This is an optimization exercise on Yosys and OpenROAD, whose aim is small area, a short achievable clock period and few clock cycles per item, not a production implementation.
In this exercise RTL edits were held to simulation tests only and were not proved equivalent to the original.

==> design/flow/design.v <==
module sha256_engine (
    input  wire         clk,
    input  wire         rst,         
    input  wire         start,       
    input  wire [15:0]  msg_len,     
    input  wire         in_valid,
    output wire         in_ready,
    input  wire [31:0]  in_data,
    output wire         busy,
    output reg          done,
    output wire [255:0] digest
);
    localparam [1:0] S_IDLE  = 2'd0,
                     S_LOAD  = 2'd1,
                     S_ROUND = 2'd2,
                     S_FINAL = 2'd3;
    reg [1:0]  state;
    reg [15:0] len;          
    reg [10:0] blk;          
    reg [3:0]  widx;         
    reg [5:0]  rnd;          
    reg [31:0] H [0:7];      
    reg [31:0] a, b, c, d, e, f, g, h;
    reg [31:0] W [0:15];     
    reg [31:0] k_t;
    always @(*) begin
        case (rnd)
            6'd0:  k_t = 32'h428a2f98; 6'd1:  k_t = 32'h71374491;
            6'd2:  k_t = 32'hb5c0fbcf; 6'd3:  k_t = 32'he9b5dba5;
            6'd4:  k_t = 32'h3956c25b; 6'd5:  k_t = 32'h59f111f1;
            6'd6:  k_t = 32'h923f82a4; 6'd7:  k_t = 32'hab1c5ed5;
            6'd8:  k_t = 32'hd807aa98; 6'd9:  k_t = 32'h12835b01;
            6'd10: k_t = 32'h243185be; 6'd11: k_t = 32'h550c7dc3;
            6'd12: k_t = 32'h72be5d74; 6'd13: k_t = 32'h80deb1fe;
            6'd14: k_t = 32'h9bdc06a7; 6'd15: k_t = 32'hc19bf174;
            6'd16: k_t = 32'he49b69c1; 6'd17: k_t = 32'hefbe4786;
            6'd18: k_t = 32'h0fc19dc6; 6'd19: k_t = 32'h240ca1cc;
            6'd20: k_t = 32'h2de92c6f; 6'd21: k_t = 32'h4a7484aa;
            6'd22: k_t = 32'h5cb0a9dc; 6'd23: k_t = 32'h76f988da;
            6'd24: k_t = 32'h983e5152; 6'd25: k_t = 32'ha831c66d;
            6'd26: k_t = 32'hb00327c8; 6'd27: k_t = 32'hbf597fc7;
            6'd28: k_t = 32'hc6e00bf3; 6'd29: k_t = 32'hd5a79147;
            6'd30: k_t = 32'h06ca6351; 6'd31: k_t = 32'h14292967;
            6'd32: k_t = 32'h27b70a85; 6'd33: k_t = 32'h2e1b2138;
            6'd34: k_t = 32'h4d2c6dfc; 6'd35: k_t = 32'h53380d13;
            6'd36: k_t = 32'h650a7354; 6'd37: k_t = 32'h766a0abb;
            6'd38: k_t = 32'h81c2c92e; 6'd39: k_t = 32'h92722c85;
            6'd40: k_t = 32'ha2bfe8a1; 6'd41: k_t = 32'ha81a664b;
            6'd42: k_t = 32'hc24b8b70; 6'd43: k_t = 32'hc76c51a3;
            6'd44: k_t = 32'hd192e819; 6'd45: k_t = 32'hd6990624;
            6'd46: k_t = 32'hf40e3585; 6'd47: k_t = 32'h106aa070;
            6'd48: k_t = 32'h19a4c116; 6'd49: k_t = 32'h1e376c08;
            6'd50: k_t = 32'h2748774c; 6'd51: k_t = 32'h34b0bcb5;
            6'd52: k_t = 32'h391c0cb3; 6'd53: k_t = 32'h4ed8aa4a;
            6'd54: k_t = 32'h5b9cca4f; 6'd55: k_t = 32'h682e6ff3;
            6'd56: k_t = 32'h748f82ee; 6'd57: k_t = 32'h78a5636f;
            6'd58: k_t = 32'h84c87814; 6'd59: k_t = 32'h8cc70208;
            6'd60: k_t = 32'h90befffa; 6'd61: k_t = 32'ha4506ceb;
            6'd62: k_t = 32'hbef9a3f7; default: k_t = 32'hc67178f2;
        endcase
    end
    localparam [31:0] IV0 = 32'h6a09e667, IV1 = 32'hbb67ae85,
                      IV2 = 32'h3c6ef372, IV3 = 32'ha54ff53a,
                      IV4 = 32'h510e527f, IV5 = 32'h9b05688c,
                      IV6 = 32'h1f83d9ab, IV7 = 32'h5be0cd19;
    function [31:0] rotr(input [31:0] x, input integer r);
        rotr = (x >> r) | (x << (32 - r));
    endfunction
    function [31:0] bsig0(input [31:0] x);
        bsig0 = rotr(x, 2) ^ rotr(x, 13) ^ rotr(x, 22);
    endfunction
    function [31:0] bsig1(input [31:0] x);
        bsig1 = rotr(x, 6) ^ rotr(x, 11) ^ rotr(x, 25);
    endfunction
    function [31:0] ssig0(input [31:0] x);
        ssig0 = rotr(x, 7) ^ rotr(x, 18) ^ (x >> 3);
    endfunction
    function [31:0] ssig1(input [31:0] x);
        ssig1 = rotr(x, 17) ^ rotr(x, 19) ^ (x >> 10);
    endfunction
    wire [16:0] len_ext    = {1'b0, len};
    wire [16:0] len_plus   = len_ext + 17'd72;
    wire [10:0] num_blk    = len_plus[16:6];
    wire [14:0] word_pos   = {blk, widx};            
    wire [16:0] byte_pos   = {word_pos, 2'b00};       
    wire        last_blk   = (blk == num_blk - 11'd1);
    wire        len_hi_w   = last_blk && (widx == 4'd14);
    wire        len_lo_w   = last_blk && (widx == 4'd15);
    wire        need_input = (byte_pos < len_ext);    
    wire [18:0] bit_len    = {len, 3'b000};
    reg  [31:0] pad_word;
    integer     i;
    always @(*) begin
        for (i = 0; i < 4; i = i + 1) begin
            if (byte_pos + i < len_ext)
                pad_word[31 - 8*i -: 8] = in_data[31 - 8*i -: 8];
            else if (byte_pos + i == len_ext)
                pad_word[31 - 8*i -: 8] = 8'h80;
            else
                pad_word[31 - 8*i -: 8] = 8'h00;
        end
        if (len_hi_w)
            pad_word = 32'h0;
        else if (len_lo_w)
            pad_word = {13'd0, bit_len};
    end
    wire load_step = (state == S_LOAD) && (!need_input || in_valid);
    assign in_ready = (state == S_LOAD) && need_input;
    assign busy     = (state != S_IDLE);
    assign digest   = {H[0], H[1], H[2], H[3], H[4], H[5], H[6], H[7]};
    wire [31:0] ch     = (e & f) ^ (~e & g);
    wire [31:0] maj    = (a & b) ^ (a & c) ^ (b & c);
    wire [31:0] t1     = h + bsig1(e) + ch + k_t + W[0];
    wire [31:0] t2     = bsig0(a) + maj;
    wire [31:0] w_next = ssig1(W[14]) + W[9] + ssig0(W[1]) + W[0];
    always @(posedge clk) begin
        if (rst) begin
            state <= S_IDLE;
            done  <= 1'b0;
        end else begin
            done <= 1'b0;
            case (state)
                S_IDLE: begin
                    if (start) begin
                        len   <= msg_len;
                        blk   <= 11'd0;
                        widx  <= 4'd0;
                        H[0] <= IV0; H[1] <= IV1; H[2] <= IV2; H[3] <= IV3;
                        H[4] <= IV4; H[5] <= IV5; H[6] <= IV6; H[7] <= IV7;
                        state <= S_LOAD;
                    end
                end
                S_LOAD: begin
                    if (load_step) begin
                        W[widx] <= pad_word;
                        widx    <= widx + 4'd1;
                        if (widx == 4'd15) begin
                            a <= H[0]; b <= H[1]; c <= H[2]; d <= H[3];
                            e <= H[4]; f <= H[5]; g <= H[6]; h <= H[7];
                            rnd   <= 6'd0;
                            state <= S_ROUND;
                        end
                    end
                end
                S_ROUND: begin
                    h <= g; g <= f; f <= e; e <= d + t1;
                    d <= c; c <= b; b <= a; a <= t1 + t2;
                    for (i = 0; i < 15; i = i + 1)
                        W[i] <= W[i + 1];
                    W[15] <= w_next;
                    rnd <= rnd + 6'd1;
                    if (rnd == 6'd63)
                        state <= S_FINAL;
                end
                S_FINAL: begin
                    H[0] <= H[0] + a; H[1] <= H[1] + b;
                    H[2] <= H[2] + c; H[3] <= H[3] + d;
                    H[4] <= H[4] + e; H[5] <= H[5] + f;
                    H[6] <= H[6] + g; H[7] <= H[7] + h;
                    if (last_blk) begin
                        done  <= 1'b1;
                        state <= S_IDLE;
                    end else begin
                        blk   <= blk + 11'd1;
                        widx  <= 4'd0;
                        state <= S_LOAD;
                    end
                end
            endcase
        end
    end
endmodule
==> design/flow/run.sh <==
#!/bin/bash
# synth_recipe.tcl (not shown) runs the flow's synth.tcl, then flattens the netlist and writes it again
# the make line also repeats each setting of config.mk as NAME=value (left out here)
make -C /OpenROAD-flow-scripts/flow DESIGN_CONFIG=/design/flow/config.mk WORK_HOME=/design/flow/orfs CLKGATE_MAP_FILE= SYNTH_SCRIPT=/design/flow/synth_recipe.tcl finish
==> design/flow/config.mk <==
export PLATFORM = sky130hd
export DESIGN_NAME = sha256_engine
export DESIGN_NICKNAME = sha256_engine
export VERILOG_FILES = /design/flow/design.v
export SDC_FILE = /design/flow/constraint.sdc
export NUM_CORES = 4
export LEC_CHECK = 0
export CAP_MARGIN = 20
export CORE_MARGIN = 2
export CORE_UTILIZATION = 40
export PLACE_DENSITY = 0.6
export SLEW_MARGIN = 20
==> design/flow/constraint.sdc <==
create_clock -name core_clock -period 10.0 [get_ports {clk}]
set_input_delay 2.0000 -clock core_clock [delete_from_list [all_inputs] [get_ports {clk}]]
set_output_delay 2.0000 -clock core_clock [all_outputs]
set_load 0.01 [all_outputs]
==> metrics.log <==
[metrics] worst setup skew after layout: 0.04452 ns
[metrics] WHS Path Cells: 1
[metrics] CTS H-tree depth: 4
[metrics] initial antenna violation count: 6
[metrics] biggest area contributors in the synthesized netlist: edfxtp_1 45%, ha_1 7.3%, a21o_1 6.9%
[metrics] final RePlAce weighted congestion: approximately 0.95
[metrics] number of enable-type register cells in the synthesized netlist: roughly 1100
[metrics] x dimension of the die: about 430 microns
[metrics] source-to-sink clock delay at the later pin of the worst-skew pair: around 0.82 ns
[metrics] Critical Path Sink: a[31]$_DFFE_PP_
[metrics] kind of path behind the tightest hold check: register to register
[metrics] cell with the largest stage delay on the worst path: nor3b_1
[metrics] sequence of cells on the critical path: mux2i_1 -> fa_1 -> fa_1 -> fa_1 -> inv_1 -> ha_1 -> fa_1 -> a21oi_1 -> nor2_1 -> o32ai_1 -> o211ai_1 -> a21oi_1 -> xnor2_1 -> fa_1 -> ha_1 -> a21o_1 -> or3_1 -> nor3b_1 -> nor2_1 -> o221ai_1 -> o2111ai_1 -> a21oi_1 -> xnor2_1 -> mux2_2
[metrics] antenna-violating nets left: 0
[metrics] row count: around 150
[metrics] floorplan die height: around 430 microns
[metrics] total half-perimeter wirelength after legalization and detailed placement: 175.8 mm
[metrics] Post-Syn Nets: 6980
[metrics] clock buffer count from CTS: 131
[metrics] final cell utilization of the core: 0.4593
[metrics] post-synthesis adder-cell area fraction: 0.1326
[metrics] Yosys top cell area share: 0.4490
[metrics] cell accounting for the most synthesized area: edfxtp_1
[metrics] worst-case headroom to the max-slew limit: 0.09879
[metrics] fraction of the mapped netlist area in compound gates: 0.1695
[metrics] DR pass1 iterations: 7
[metrics] fin nets: 7187
[metrics] Max-Cap Viols: 0
[metrics] type of destination of the critical path: register
[metrics] average detailed-routed wire length per instance: 26.31 microns
[metrics] Final Max Tran Viols: 0
[metrics] top_reg_cell synth: edfxtp_1
[metrics] average vias per placed instance: between 5 and 6
[metrics] Setup Buffers After CTS: 0
[metrics] count of hold buffers inserted by post-cts repair: 0
[metrics] root buffer cell: clkbuf_16
[metrics] synthesized instance count: ~6300
[metrics] combined area of all synthesized cells: 70960 sq um
[metrics] number of top-level pins: a little over 300
[metrics] first-pass GRT wire length: 343.2 mm
[metrics] share of cell area taken by muxes after synthesis: 0.04565
[metrics] Worst setup startpoint: e[1]$_DFFE_PP_
[metrics] status: finished clean
[metrics] Total GRT Usage: 0.2564
[metrics] hold slack: roughly 0.5 ns
[metrics] initial cell density of the core: 0.4029
[metrics] clock period minus final worst setup slack: 7.986 ns
[metrics] worst-case clock buffer depth: 3
[metrics] Critical Path Most Common Cell: fa_1
[metrics] proportion of synthesized chip area in sequential cells: 0.4589
[metrics] area growth from synthesis to final layout: 14.01%
[metrics] largest stage delay on the critical path: roughly 0.63 ns
[metrics] worst setup path category: register to register
[metrics] top achievable clock speed: around 130 MHz
[metrics] clock-pin slew of the registers on the worst-case setup and hold paths: approximately 0.060 ns
[metrics] Port Buffer Count: 310
[metrics] crit-path max FO: 6
[metrics] clock sinks: ~1100
[metrics] part of the cycle the worst path needs: 0.7986
[metrics] number of warnings reported in the yosys synthesis log: 2
[metrics] number of flip-flops and latches in the synthesized netlist: approximately 1100
[metrics] r2r endpoint: a[31]$_DFFE_PP_
[metrics] ys async rst share: 0
[metrics] post-synthesis area per instance: between 10 and 15 sq um
[metrics] number of cells on the worst reg-to-reg path: 24
[metrics] xor/xnor cell area share of the yosys netlist: 0.07159
[metrics] pin count of the biggest net entering global routing: 144
[metrics] hold violation count in the final report: 0
[metrics] post-synthesis simple-gate area fraction: 0.08669
[metrics] clock tree from TritonCTS: yes
[metrics] launching element type of the critical path: register
[metrics] data arrival time at the worst-slack endpoint: ~8.5 ns
[metrics] main combinational cell family by area after synthesis: compound AO/OA/AOI/OAI gates
[metrics] DR iter-0 viols: between 4000 and 5000
[metrics] # DRC: 0
[metrics] number of global-route vias before repair: around 50000
[metrics] number of distinct library cell variants in the gate-level netlist after synthesis: 89
[metrics] setup TNS: 0 ns
[metrics] number of cells upsized or downsized after cts: 0
[metrics] worst flop-to-flop path startpoint: e[1]$_DFFE_PP_
[metrics] total wire length: 235.9 mm
[metrics] DR vias: between 50000 and 60000
[metrics] Crit path required time: between 10 and 15 ns
[metrics] transition time at the pin with the least slew margin: between 1 and 1.5 ns
[metrics] Total Die Area: approximately 180000 sq um
[metrics] core area: approximately 180000 sq um
[metrics] share of cells above drive strength 1: 0.08696
[metrics] number of endpoints failing setup at the final stage: 0
[metrics] final global-route overflow total: 0
[metrics] setup slack, reg-to-reg: just over 2 ns
[metrics] unrepaired setup endpoints after global routing: no
## cells in the final DEF (no fill, tap or decap), types with 77 or more instances in the layout
cell type,synthesis,final
xnor2_1,432,432
nand2b_1,78,77
fa_1,195,195
xor2_1,148,148
nor3_1,95,95
clkdlybuf4s50_1,0,310
o21ai_0,275,270
a21oi_1,338,338
edfxtp_1,1061,1061
ha_1,416,414
nand2_1,384,384
clkbuf_16,0,132
mux2_2,253,253
nand3_1,103,103
inv_1,318,316
a21o_1,651,651
nor2_1,370,366
## synthesized netlist by cell type, types with 10 or more instances
cell       number
and2_1         47
buf_1          17
a21oi_1       338
o31ai_1        28
nand2_1       384
dfxtp_1        35
or3_1          27
nand3b_1       12
nand2b_1       78
maj3_1         30
a21boi_0       15
o311ai_0       12
nor3_1         95
a2111oi_0      14
a21o_1        651
a211o_1        19
o211ai_1       54
buf_2          36
mux2_2        253
xor2_1        148
o21ai_0       275
o21bai_1       48
o41ai_1        11
mux2i_1        39
nand4_1        26
ha_1          416
nor2b_1        65
clkbuf_1      244
a31oi_1        50
inv_1         318
edfxtp_1     1061
nand3_1       103
buf_6          10
and3_1         33
fa_1          195
o221ai_1       10
xnor2_1       432
o22ai_1        21
nor4_1         12
nor2_1        370
o21a_1         52
a211oi_1       60
## flip-flops by register name (all words and copies together), names as in the netlist
name and count:
W 512, H 256, a 32, b 32, c 32, d 32
e 32, f 32, g 32, h 32, k_t 32, len 16
blk 11, rnd 6, widx 4, state 2, done 1
## routing by layer
layer / vias up / track usage / share of wire
li1: 23540 / - / -
met1: 25790 / 0.3398 / 0.43
met2: 1746 / 0.4191 / 0.47
met3: 415 / 0.03758 / 0.057
met4: 4 / 0.1073 / 0.045
met5: - / 0 / 0.00014
## cells by family after synthesis
group,Yosys count
adder cells (fa/ha/maj),641
multiplexers,292
buffers and inverters,630
XOR/XNOR,580
AO/OA/AOI/OAI,1778
flip-flops,1096
AND/OR/NAND/NOR,1300
## area by class of cell
class,instances,area [sq um]
Tap cell,2340,2928
Timing Repair Buffer,383,3692
Clock inverter,74,962.2
Multi-Input combinational cell,4591,36130
Fill cell,16350,95220
Antenna cell,2,5.005
Inverter,321,1215
Sequential cell,1096,32560
Clock buffer,159,3405
## per-stage QoR
step / setup slack, ns / area [sq um] / cells
2_1_floorplan: 0.6562 / 70960 / 6317
3_3_place_gp: 2.233 / 76500 / 8731
3_5_place_dp: 2.160 / 76510 / 8731
4_1_cts: 2.128 / 80880 / 8964
5_1_grt: 1.588 / 80890 / 8964
6_report: 2.014 / 80900 / 8966
## worst max-delay path, delay by kind of cell (launching register included)
family                     cells  cell delay (ns)
DFF                            1             0.55
AOI/OAI and AO/OA              8             2.26
and+or+nand+nor                4             1.19
buffers and inverters          1             0.04
muxes                          2             0.54
xor gates and xnor gates       2             0.24
adders and majority gates      7             2.91
## worst min path at each step
stage                             start                  end  slack [ns]
floorplan           W[11][19]$_DFFE_PP_  W[10][19]$_DFFE_PP_        0.49
global placement     W[6][16]$_DFFE_PP_   W[5][16]$_DFFE_PP_        0.50
detailed placement   W[3][25]$_DFFE_PP_   W[2][25]$_DFFE_PP_        0.50
CTS                  W[2][26]$_DFFE_PP_   W[1][26]$_DFFE_PP_        0.51
global route        W[10][18]$_DFFE_PP_   W[9][18]$_DFFE_PP_        0.52
finish               W[2][26]$_DFFE_PP_   W[1][26]$_DFFE_PP_        0.50
Testbench counts, summed over its fixed seeds: cycles 265,433, items 960.

[re-timing with driven ports]
No port has a modelled driver above. Below, the same layout with a new extraction and two added sets of constraints. Step 1 (the two cells are an assumption about what drives the block):
set clk [get_ports {clk}]
set_driving_cell -lib_cell sky130_fd_sc_hd__clkbuf_16 $clk
set_driving_cell -lib_cell sky130_fd_sc_hd__buf_2 [delete_from_list [all_inputs] $clk]
Step 2 times the ports against the registers' clock, not the clock port: input delays grow and output delays shrink by t, the midpoint of the rising clock arrivals with the driver on. a / b / c = ideal ports / drivers / drivers and shift; a / b = the first two.
t, ns: 0.873
setup slack, ns: 2.014 / 2.014 / 2.014
clock arrival spread, ns: 0.057 / 0.057
worst register clock-pin slew, ns: 0.08 / 0.08
worst data-port slew with drivers (ns): 0.05
After both steps this run still meets setup and hold. For this run, drivers alone change the setup slack by 0.000 ns; drivers and shift together by 0.000 ns.
